From an optimization exercise on the open Yosys and OpenROAD flow, aimed at small area, a short achievable clock period and few clock cycles per item; shortcuts taken in it are not production practice. Power and IR drop assume default switching activity.

==> inputs of build 11 <==
## harp_clockdec
module harp_clockdec (
    input  wire        clk,
    input  wire        rst,               
    input  wire [23:0] cfg_sample_rate,   
    input  wire [15:0] cfg_baud,          
    input  wire        in_valid,
    output wire        in_ready,
    input  wire [31:0] in_time,           
    input  wire        in_state,          
    output reg         out_valid,
    output wire [31:0] out_local,         
    output wire [31:0] out_value,         
    output wire [1:0]  out_status         
);
export LEC_CHECK = 0
export CAP_MARGIN = 20
export CORE_MARGIN = 2
export CORE_UTILIZATION = 40
export SLEW_MARGIN = 20
create_clock -name core_clock -period 10.0 [get_ports {clk}]
run.sh (not shown) runs the stock make flow with config.mk's settings and CLKGATE_MAP_FILE= SYNTH_SCRIPT=/design/flow/synth_recipe.tcl, a recipe that flattens the netlist after the stock synthesis.
==> build 16 (differences from build 11) <==
ABC_CLOCK_PERIOD_IN_PS = 5000   (was unset)
SETUP_SLACK_MARGIN = 4.5   (was unset)
==> trial 6 (differences from build 11) <==
--- a/flow/design.v
+++ b/flow/design.v
@@ -22,35 +22,36 @@
     reg        prev_state;
     reg        in_range;
     assign in_ready = rdy_pre && rdy_slow && rdy_cls;
     wire accept = in_valid && in_ready;
     wire [32:0] d_pos = {1'b0, in_time} - {1'b0, prev_time};
+    wire [31:0] d_neg = prev_time - in_time;
     wire        neg   = d_pos[32];
-    wire        boundary = !neg && ((|d_pos[31:23]) || (d_pos[22:0] > {1'b0, sr[23:1]}));
+    wire [31:0] mag   = neg ? d_neg : d_pos[31:0];
+    wire        boundary = !neg && (d_pos[31:0] > {9'd0, sr[23:1]});
     wire        s0_tok = accept && have_prev;
     wire        s0_bnd = s0_tok && boundary;
     wire        s0_cls = s0_bnd && in_range;
-    wire [22:0] m      = d_pos[22:0] ^ {23{neg}};
+    wire [22:0] m      = mag[22:0];
     wire [32:0] m_ext  = {m, 10'd0} >> u;
     wire [22:0] m_hi   = m >> u;
-    wire        s0_ovf = neg ? ((d_pos[31:23] != 9'h1ff) || (d_pos[22:0] == 23'd0))
-                             : (|m_hi);
+    wire        s0_ovf = (|mag[31:23]) || (|m_hi);
     reg        r1_iv, r1_bnd, r1_cls, r1_neg, r1_ovf, r1_lvl;
     reg [22:0] r1_m;
     reg [9:0]  r1_msh;
     wire [21:0] y    = r1_msh * G;
     wire [4:0]  y_ip = y[21:17];
     wire [16:0] y_f  = y[16:0];
     wire        amb  = (y_f >= 17'd59392) && (y_f <= 17'd65536);
     wire [5:0]  k_fast = {1'b0, y_ip} + {5'd0, y_f[16]};
-    wire        s1_slow = r1_iv && (r1_neg ? !r1_ovf : (r1_ovf || amb));
+    wire        s1_slow = r1_iv && (r1_neg ? (!r1_ovf && amb && y_ip == 5'd0)
+                                           : (r1_ovf || amb));
     reg        r2_iv, r2_bnd, r2_cls, r2_neg, r2_ovf, r2_lvl, r2_slow;
     reg [5:0]  r2_k;
     reg [4:0]  r2_ip;
     reg [22:0] r2_m;
-    localparam [2:0] E_IDLE = 3'd0, E_INIT = 3'd1, E_DIV = 3'd2, E_RUN = 3'd3, E_READY = 3'd4,
-                     E_EVAL = 3'd5;
+    localparam [2:0] E_IDLE = 3'd0, E_INIT = 3'd1, E_DIV = 3'd2, E_RUN = 3'd3, E_READY = 3'd4;
     reg [2:0]  e_st;
     reg [26:0] acc;
     reg [5:0]  e_n;          
     reg [5:0]  lo, hi, ej;
     wire       stall = r2_iv && r2_slow && (e_st != E_READY);
@@ -63,42 +64,38 @@
     reg         e_b;
     always @(*) begin
         case (e_st)
             E_INIT:  begin e_a = {11'd0, baud};                       e_b = 1'b1;  end
             E_DIV:   begin e_a = {26'd0, d_bit};                      e_b = 1'b1;  end
-            default: begin
-                e_a = (r2_neg && e_n == 6'd0) ? (m_bit ? {9'd0, baud, 2'b0} : {10'd0, baud, 1'b0})
-                                             : (m_bit ? {10'd0, baud, 1'b0} : 27'd0);
-                e_b = n_bit;
-            end
+            default: begin e_a = m_bit ? {10'd0, baud, 1'b0} : 27'd0; e_b = n_bit; end
         endcase
     end
     wire [26:0] acc2  = (e_st == E_INIT) ? 27'd0 : {acc[25:0], 1'b0};
     wire [26:0] e_sum = acc2 + e_a - (e_b ? {3'd0, sr} : 27'd0);
     wire        e_neg = e_sum[26];
     wire        e_big = (e_sum[26:24] != 3'b000) && (e_sum[26:24] != 3'b111);
-    wire        a_zero = (acc == 27'd0);
-    wire        e_ge   = (!acc[26] && !a_zero) || (a_zero && !ej[0]);
+    wire        e_zero = (e_sum == 27'd0);
+    wire        e_ge   = (!e_neg && !e_zero) || (e_zero && !ej[0]);
     wire        e_last = e_big || (e_n == 6'd0);
     wire [5:0]  lo_n   = e_ge ? ej : lo;
     wire [5:0]  hi_n   = e_ge ? hi : ej - 6'd1;
     wire [6:0]  mid_n  = {1'b0, lo_n} + {1'b0, hi_n} + 7'd1;
-    wire [5:0]  istart = (r2_ovf || r2_neg || u >= 5'd23) ? 6'd22 : (u < 5'd7) ? 6'd6 : {1'b0, u} - 6'd1;
-    wire [5:0]  lo_0   = r2_neg ? 6'd0 : r2_ovf ? 6'd16 : {1'b0, r2_ip};
-    wire [5:0]  hi_0   = r2_neg ? 6'd1 : r2_ovf ? 6'd39 : {1'b0, r2_ip} + 6'd1;
+    wire [5:0]  istart = (r2_ovf || u >= 5'd23) ? 6'd22 : (u < 5'd7) ? 6'd6 : {1'b0, u} - 6'd1;
+    wire [5:0]  lo_0   = r2_ovf ? 6'd16 : {1'b0, r2_ip};
+    wire [5:0]  hi_0   = r2_ovf ? 6'd39 : {1'b0, r2_ip} + 6'd1;
     wire [6:0]  mid_0  = {1'b0, lo_0} + {1'b0, hi_0} + 7'd1;
-    wire        e_done_now = (e_st == E_EVAL) && (lo_n == hi_n);
+    wire        e_done_now = (e_st == E_RUN) && e_last && (lo_n == hi_n);
     reg        clr;          
     reg [5:0]  bc_len;       
     reg        bc_fault;
     reg [31:0] bc_val;       
     wire [5:0]  k_w      = r2_slow ? lo : r2_k;
     wire        go2      = r2_iv && adv;
     wire [5:0]  base_len = clr ? 6'd0 : bc_len;
     wire [6:0]  end_len  = {1'b0, base_len} + {1'b0, k_w};
     wire        wr       = go2 && !r2_neg;
-    wire        base_fault_n = (clr ? 1'b0 : bc_fault) || (r2_slow ? (k_w != 6'd0) : r2_ovf);
+    wire        base_fault_n = (clr ? 1'b0 : bc_fault) || r2_ovf || (k_w != 6'd0);
     reg  [31:0] val_next;
     integer n;
     always @(*) begin
         for (n = 0; n < 32; n = n + 1) begin
             if (wr && ({1'b0, base_len} <= (1 + 10 * (n / 8) + (n % 8))) &&
@@ -179,17 +176,17 @@
                         e_st <= E_RUN;
                         e_n  <= istart;
                     end
                 end
                 E_RUN: begin
-                    e_n <= e_n - 6'd1;
-                    if (e_last)
-                        e_st <= E_EVAL;
-                end
-                E_EVAL: begin
-                    e_n  <= istart;
-                    e_st <= (lo_n == hi_n) ? E_READY : E_RUN;
+                    if (e_last) begin
+                        e_n <= istart;
+                        if (lo_n == hi_n)
+                            e_st <= E_READY;
+                    end else begin
+                        e_n <= e_n - 6'd1;
+                    end
                 end
                 E_READY: begin
                     if (adv)
                         e_st <= E_IDLE;
                 end
@@ -228,16 +225,19 @@
                 acc <= 27'd0;
                 lo  <= lo_0;
                 hi  <= hi_0;
                 ej  <= mid_0[6:1];
             end
-            E_RUN: acc <= e_sum;
-            E_EVAL: begin
-                acc <= 27'd0;
-                lo  <= lo_n;
-                hi  <= hi_n;
-                ej  <= mid_n[6:1];
+            E_RUN: begin
+                if (e_last) begin
+                    acc <= 27'd0;
+                    lo  <= lo_n;
+                    hi  <= hi_n;
+                    ej  <= mid_n[6:1];
+                end else begin
+                    acc <= e_sum;
+                end
             end
             default: ;
         endcase
         if (go2 && r2_neg)
             bc_fault <= base_fault_n;
==> summary of the runs <==
Between build 16 and trial 6, the lower hold slack is in build 16 (gap 0.0087 ns).
Of build 11 and trial 6, build 11 has the higher sequential power (gap about 8%, measured against trial 6).
The highest first-iteration DRC count belongs to trial 6, the lowest to build 11.
Against build 16, the clock-buffer cell count of trial 6 is higher by 4.
In trial 6 the clock skew is lower than in build 16, by 0.026 ns.
In build 11 the final cell count is smaller than in trial 6, by about 7.5%.
Of trial 6 and build 16, trial 6 has the higher area after synthesis (gap 4.7%, measured against build 16).
The lowest via count belongs to build 11, the highest to trial 6.
Build 16 ran to the end with no violations. Trial 6 went through all stages and came out clean. Build 11 produced a clean layout.
Global-route usage: trial 6 is lower than build 16 (1.3 points).
Design area: build 16 is larger than trial 6 (about 8%).
No run of this note included a check of the RTL's function; only the layout flow was run.

[re-timing with driven ports]
How much do the figures lean on ideal ports? The routed layouts below were timed once more, with nothing changed but the port constraints.
Step 1, drivers: a clkbuf_16 drives clk and a buf_2 each remaining input, both assumed.
Step 2 moves the port delays by t, midway between the first and last clock arrival at a register: inputs arrive t later, outputs are due t later. That takes back most of the time a late clock gives input paths.
Three values: no drivers, after step 1, after step 2; two values: the first two.
run | shift t [ns] | setup slack, ns | pins driven straight from the clock port
build 11 | 0.612 | 1.532 / 1.532 / 1.532 | 1
build 16 | 0.609 | 4.046 / 4.046 / 3.471 | 1
trial 6 | 0.617 | 1.064 / 1.100 / 0.483 | 1
After both steps setup and hold are still met in every run listed. The setup slack of trial 6, which loses most, moves by +0.036 ns with the drivers and by -0.581 ns with both steps.
